From an optimization exercise on the open Yosys and OpenROAD flow, aimed at small area, a short achievable clock period and few clock cycles per item; shortcuts taken in it are not production practice.
Function not checked in this run: the RTL went through the layout flow alone.
No activity file was given, so power comes from the tool's default toggle rates.

`flow/run.sh`:
```
#!/bin/bash
# synth_recipe.tcl (not shown) runs the flow's synth.tcl, then flattens the netlist and writes it again
# the make line also repeats each setting of config.mk as NAME=value (left out here)
make -C /OpenROAD-flow-scripts/flow DESIGN_CONFIG=/design/flow/config.mk WORK_HOME=/design/flow/orfs CLKGATE_MAP_FILE= SYNTH_SCRIPT=/design/flow/synth_recipe.tcl finish
```
`flow/constraint.sdc`:
```
create_clock -name core_clock -period 10.0 [get_ports {clk}]
set_input_delay 2.0000 -clock core_clock [delete_from_list [all_inputs] [get_ports {clk}]]
set_output_delay 2.0000 -clock core_clock [all_outputs]
set_load 0.01 [all_outputs]
```
`flow/config.mk`:
```
export PLATFORM = sky130hd
export DESIGN_NAME = harp_clockdec
export DESIGN_NICKNAME = harp_clockdec
export VERILOG_FILES = /design/flow/design.v
export SDC_FILE = /design/flow/constraint.sdc
export NUM_CORES = 4
export LEC_CHECK = 0
export CAP_MARGIN = 20
export CORE_MARGIN = 2
export CORE_UTILIZATION = 40
export SLEW_MARGIN = 20
```
`flow/design.v`:
```
module harp_clockdec (
    input  wire        clk,
    input  wire        rst,               
    input  wire [23:0] cfg_sample_rate,   
    input  wire [15:0] cfg_baud,          
    input  wire        in_valid,
    output wire        in_ready,
    input  wire [31:0] in_time,           
    input  wire        in_state,          
    output reg         out_valid,
    output reg  [31:0] out_local,         
    output reg  [31:0] out_value,         
    output reg  [1:0]  out_status         
);
    localparam [1:0] ST_OK       = 2'd0;
    localparam [1:0] ST_NONASC   = 2'd1;
    localparam [1:0] ST_SHORT    = 2'd2;
    localparam [2:0] S_IDLE = 3'd0;
    localparam [2:0] S_MUL  = 3'd1;
    localparam [2:0] S_DIV  = 3'd2;
    localparam [2:0] S_RND  = 3'd3;
    localparam [2:0] S_EXP  = 3'd4;
    reg [2:0]  state;
    reg        have_prev;
    reg [31:0] prev_time;
    reg        prev_state;
    reg        in_range;     
    reg [31:0] bc_local;
    reg        bc_fault;     
    reg [5:0]  bc_len;       
    reg [38:0] bc_bits;      
    reg        iv_neg;
    reg [31:0] iv_mag;       
    reg        iv_level;
    reg [47:0] iv_prod;      
    reg [23:0] div_rem;
    reg [15:0] div_quo;
    reg [4:0]  div_cnt;
    reg [15:0] exp_cnt;      
    assign in_ready = (state == S_IDLE);
    wire        accept = in_valid && in_ready;
    wire [32:0] delta    = {1'b0, in_time} - {1'b0, prev_time};
    wire        delta_neg = delta[32];
    wire [31:0] delta_mag = delta_neg ? (~delta[31:0] + 32'd1) : delta[31:0];
    wire        boundary = !delta_neg && ({delta[31:0], 1'b0} > {9'd0, cfg_sample_rate});
    wire [31:0] bc_value = {bc_bits[38:31], bc_bits[28:21], bc_bits[18:11], bc_bits[8:1]};
    wire [24:0] div_try  = {div_rem, iv_prod[15]} - {1'b0, cfg_sample_rate};
    wire        div_fits = !div_try[24];
    wire [24:0] rem2     = {div_rem, 1'b0};
    wire        rnd_up   = (rem2 > {1'b0, cfg_sample_rate}) ||
                           ((rem2 == {1'b0, cfg_sample_rate}) && div_quo[0]);
    wire [15:0] k_rounded = div_quo + {15'd0, rnd_up};
    always @(posedge clk) begin
        if (rst) begin
            state      <= S_IDLE;
            have_prev  <= 1'b0;
            prev_time  <= 32'd0;
            prev_state <= 1'b0;
            in_range   <= 1'b0;
            bc_local   <= 32'd0;
            bc_fault   <= 1'b0;
            bc_len     <= 6'd0;
            bc_bits    <= 39'd0;
            iv_neg     <= 1'b0;
            iv_mag     <= 32'd0;
            iv_level   <= 1'b0;
            iv_prod    <= 48'd0;
            div_rem    <= 24'd0;
            div_quo    <= 16'd0;
            div_cnt    <= 5'd0;
            exp_cnt    <= 16'd0;
            out_valid  <= 1'b0;
            out_local  <= 32'd0;
            out_value  <= 32'd0;
            out_status <= ST_OK;
        end else begin
            out_valid <= 1'b0;
            case (state)
                S_IDLE: begin
                    if (accept) begin
                        have_prev  <= 1'b1;
                        prev_time  <= in_time;
                        prev_state <= in_state;
                        if (have_prev) begin
                            if (boundary) begin
                                if (in_range) begin
                                    out_valid <= 1'b1;
                                    out_local <= bc_local;
                                    if (bc_fault) begin
                                        out_value  <= 32'd0;
                                        out_status <= ST_NONASC;
                                    end else if (bc_len < 6'd39) begin
                                        out_value  <= 32'd0;
                                        out_status <= ST_SHORT;
                                    end else begin
                                        out_value  <= bc_value;
                                        out_status <= ST_OK;
                                    end
                                end
                                in_range <= 1'b1;
                                bc_local <= in_time;
                                bc_fault <= 1'b0;
                                bc_len   <= 6'd0;
                                bc_bits  <= 39'd0;
                            end else if (in_range && !bc_fault) begin
                                iv_neg   <= delta_neg;
                                iv_mag   <= delta_mag;
                                iv_level <= prev_state;
                                state    <= S_MUL;
                            end
                        end
                    end
                end
                S_MUL: begin
                    iv_prod <= iv_mag * cfg_baud;
                    state   <= S_DIV;
                    div_cnt <= 5'd0;
                end
                S_DIV: begin
                    if (div_cnt == 5'd0 && iv_neg) begin
                        if ({iv_prod, 1'b0} > {25'd0, cfg_sample_rate})
                            bc_fault <= 1'b1;
                        state <= S_IDLE;
                    end else begin
                        if (div_cnt == 5'd0) begin
                            div_rem <= iv_prod[39:16];
                            div_quo <= 16'd0;
                            div_cnt <= 5'd1;
                        end else begin
                            div_rem <= div_fits ? div_try[23:0] : {div_rem[22:0], iv_prod[15]};
                            div_quo <= {div_quo[14:0], div_fits};
                            iv_prod <= {iv_prod[46:0], 1'b0};
                            div_cnt <= div_cnt + 5'd1;
                            if (div_cnt == 5'd16)
                                state <= S_RND;
                        end
                    end
                end
                S_RND: begin
                    exp_cnt <= k_rounded;
                    if (k_rounded == 16'd0 || bc_len == 6'd39)
                        state <= S_IDLE;
                    else
                        state <= S_EXP;
                end
                S_EXP: begin
                    if (bc_len < 6'd39) begin
                        bc_bits[bc_len] <= iv_level;
                        bc_len <= bc_len + 6'd1;
                    end
                    exp_cnt <= exp_cnt - 16'd1;
                    if (exp_cnt == 16'd1 || bc_len >= 6'd38)
                        state <= S_IDLE;
                end
                default: state <= S_IDLE;
            endcase
        end
    end
endmodule
```
==> flow_summary_export.csv <==
group,metric,value,unit
detailed_routing,drcViolationCount,0,
power,clkPwrFrac,41.0,%
placement,dpl.cell_count,5410,
timing,hold_viol_final,0,
die,start_util,40.3,%
power,power.density,89.9,mW/mm2
setup_path,end_kind,"flip-flop",
timing,setup-tns-final,0,ns
synthesis,ys_types,86,
detailed_routing,routedWlPerCell,17.4,um
clock_tree,cts_resized,0,
timing,slew_headroom,26.6,%
clock_tree,postCtsSetupBuffers,0,
clock_tree,clock_latency,0.53,ns
cells_and_area,fin_area,0.0386,mm2
detailed_routing,antenna_left,0,
clock_tree,clk_pin_slew,0.06,ns
clock_tree,cts_tree,"yes",
run,maxCapViolCount,0,
synthesis,syn_area_per_cell,8.13,um2
timing,fin_worst_skew,0.0246,ns
detailed_routing,viasPerCell,5.33,
setup_path,cp-start-kind,"primary input",
die,die-area,0.0894,mm2
power,p_switching,1.05,mW
setup_path,crit_fanout,19,
power,power_leakage,16.8,nW
detailed_routing,vias,29131,
cells_and_area,syn_to_final_growth,10.8,%
global_route,grt_max_degree,113,
timing,fin_crit_sh,92.9,%
cells_and_area,final_util,44.6,%
synthesis,syn_inst,4281,
timing,hold_slack,0.443,ns
synthesis,ys.flop_type,"dfxtp_1",
timing,setup_violations,0,
cells_and_area,fin_cells,5470,
die,core_area,0.0865,mm2
clock_tree,cts_hold_buf,0,
placement,post_dp_cell_area,0.0373,mm2
timing,worst_pin_slew,1.10,ns
synthesis,syn_area,0.0348,mm2
setup_path,cp.arrival,9.73,ns
detailed_routing,wirelength,95400,um
power,worst_ir_drop_vdd,0.000108,V
power,p_comb_share,21.3,%
synthesis,synth-seq-cells,319,
clock_tree,cts_made_buffers,35,
power,p_seq_share,37.7,%
power,netSwitchingFraction,30.3,%
synthesis,ys_seq_area_share,18.3,%
global_route,grt_pass1_wl,158000,um
placement,globalplace.congestion,0.900,
global_route,grt_pass1_vias,28921,
timing,period_needed,9.29,ns
cells_and_area,final_layout_size_suffix_gt1_share,4.06,%
clock_tree,numClockSinks,319,
power,p_int,2.42,mW
detailed_routing,first_pass_iters,7,
hold_path,worstHoldPathType,"reg2reg",
die,num_io_pins,144,
die,die_w,299,um
synthesis,yosysWarningCount,1,
clock_tree,cts_root_buf,"clkbuf_16",
timing,drv_slew,0,
clock_tree,clock_path_buffers,3,
setup_path,critPathRequiredTime,10.44,ns
clock_tree,h-tree-depth,2,
cells_and_area,final_nets,5022,
die,fp.dieH,299,um
synthesis,synthesis.nets,5011,
setup_path,worstSetupPathType,"in2reg",
detailed_routing,first_iter_violations,1558,
cells_and_area,n_antenna_cell,0,
global_route,grt_remaining_overflow,0,
timing,fmax,108,MHz
synthesis,synth_edf_count,0,
global_route,grt_use_total,21.7,%
placement,portBuffers,143,
timing,rsz0062_at_grt,"no",
die,placementRows,108,
placement,dpl.hpwl,74600,um
synthesis,async_flop_share,0,%
global_route,grt_antenna_before_repair,1,
outcome,status,"no timing/DRC/antenna violations",
power groups by stage:
stage / Combinational, mW / Clock [mW] / Sequential (mW)
after global placement: 0.721 / 0 / 1.34
after detailed placement: 0.726 / 0 / 1.34
final: 0.737 / 1.42 / 1.31
after global routing: 0.816 / 1.50 / 1.31
after floorplan: 0.500 / 0 / 1.33
after CTS: 0.731 / 1.46 / 1.31
cell usage after synthesis, drive strengths merged, types with 20 or more instances:
cell type  number  area (um2)
clkbuf        203         762
and3           25         156
nand3          80         400
and2          223        1400
xnor2          72         638
dfxtp         319        6390
ha            234        2930
a31oi          36         231
a211oi         62         505
nand2         643        2410
mux2i          62         621
a22o           28         245
a21o           68         510
or3            20         125
nor2b          28         175
o21ai         173         866
nor4           21         144
inv           555        2080
nor3           45         235
o21a           29         218
buf            34         178
fa            420        8410
nor2          288        1080
a21oi         296        1480
nand4          24         150
a311oi         22         199
xor2           46         410
state kept, by name, summed over array words and instances (netlist names), 16 cells and up:
signal / count
prev_time: 32
exp_cnt: 16
out_local: 32
bc_bits: 32
bc_local: 32
iv_mag: 32
div_quo: 16
iv_prod: 48
out_value: 32
div_rem: 24
per-layer routing:
| layer | up-vias | share of wire [%] | routed length, um | GRT usage, % |
|---|---|---|---|---|
| met4 | 0 | 2.4 | 2320 | 5.39 |
| met3 | 130 | 5.8 | 5540 | 3.07 |
| met2 | 749 | 44 | 42300 | 33.9 |
| li1 | 14062 | - | - | - |
| met5 | - | 0 | 0 | 0 |
| met1 | 14190 | 47 | 45300 | 31.7 |
worst max-delay path: stages:
cell,delay (ns)
clkdlybuf4s50_1,0.69
buf_4,0.22
buf_4,0.25
nand2_1,0.11
fa_1,0.56
inv_1,0.05
fa_1,0.46
fa_1,0.54
fa_1,0.52
fa_1,0.55
inv_1,0.06
fa_1,0.56
inv_1,0.05
ha_1,0.35
a21oi_1,0.19
o211ai_1,0.13
a221o_1,0.33
a21oi_1,0.14
o21ai_0,0.22
a2111oi_0,0.74
o41ai_1,0.23
a221oi_1,0.36
xnor2_1,0.17
nand2_1,0.07
a31oi_1,0.16
worst paths after layout:
check	startpoint	to	slack [ns]	cells past startpoint
setup / recovery	cfg_baud[11]	iv_prod[47]	0.71	25
hold / removal	bc_local[8]	out_local[8]	0.44	2
setup reg to reg	iv_mag[14]	iv_prod[38]	2.17	24
hold reg to reg	bc_local[8]	out_local[8]	0.44	2
metrics by stage:
stage          total power [mW]  worst slack (ns)
2_1_floorplan              1.83              1.65
3_3_place_gp               2.06             0.371
3_5_place_dp               2.06             0.226
4_1_cts                    3.49             0.749
5_1_grt                    3.62             0.250
6_report                   3.47             0.712
logic make-up (layout without fill, tap and decap cells):
logic type	Yosys count	after routing	synth area share, %
DFF	319	319	18.3
xor gates and xnor gates	118	118	3.01
and+or+nand+nor	1461	1461	19.4
buffers and inverters	792	826	8.68
adders and majority gates	654	654	32.6
AOI/OAI and AO/OA	871	871	16.1
muxes	66	66	1.91
final cells by class:
class	instances	area (um2)
Timing Repair Buffer	211	1950
Clock inverter	14	240
Inverter	555	2080
Multi-Input combinational cell	3170	25500
Sequential cell	319	6390
Clock buffer	46	1000
Tap cell	1155	1450
Fill cell	8679	47900
placed cells by master (no fill, tap or decap), drive strengths merged, types with 25 or more instances in the layout:
cell type / n
nand2: 643
inv: 556
fa: 420
dfxtp: 319
a21oi: 296
nor2: 288
ha: 234
and2: 223
o21ai: 173
clkdlybuf4s50: 141
nand3: 80
xnor2: 72
buf: 69
a21o: 68
mux2i: 62
a211oi: 62
clkbuf: 47
xor2: 46
nor3: 45
a31oi: 36
o21a: 29
nor2b: 28
a22o: 28
and3: 25

port drivers added, routing unchanged:
Ports are ideal in the flow. The routed layout listed here was re-timed in OpenROAD.
Step 1, drivers: a clkbuf_16 drives clk and a buf_2 each remaining input, both assumed.
Step 2 moves the port delays by t, midway between the first and last clock arrival at a register: inputs arrive t later, outputs are due t later. That takes back most of the time a late clock gives input paths.
Three values: ideal, step 1, step 2; two values: the first two.
t (ns): 0.581
slack for setup (ns): 0.712 / 0.741 / 0.160
worst setup path after step 2: input to register
slew at the worst register clock pin (ns): 0.07 / 0.07
worst slew at a driven data input, ns: 0.07
After both steps this run still meets setup and hold. For this run, drivers alone change the setup slack by +0.029 ns; drivers and shift together by -0.552 ns.
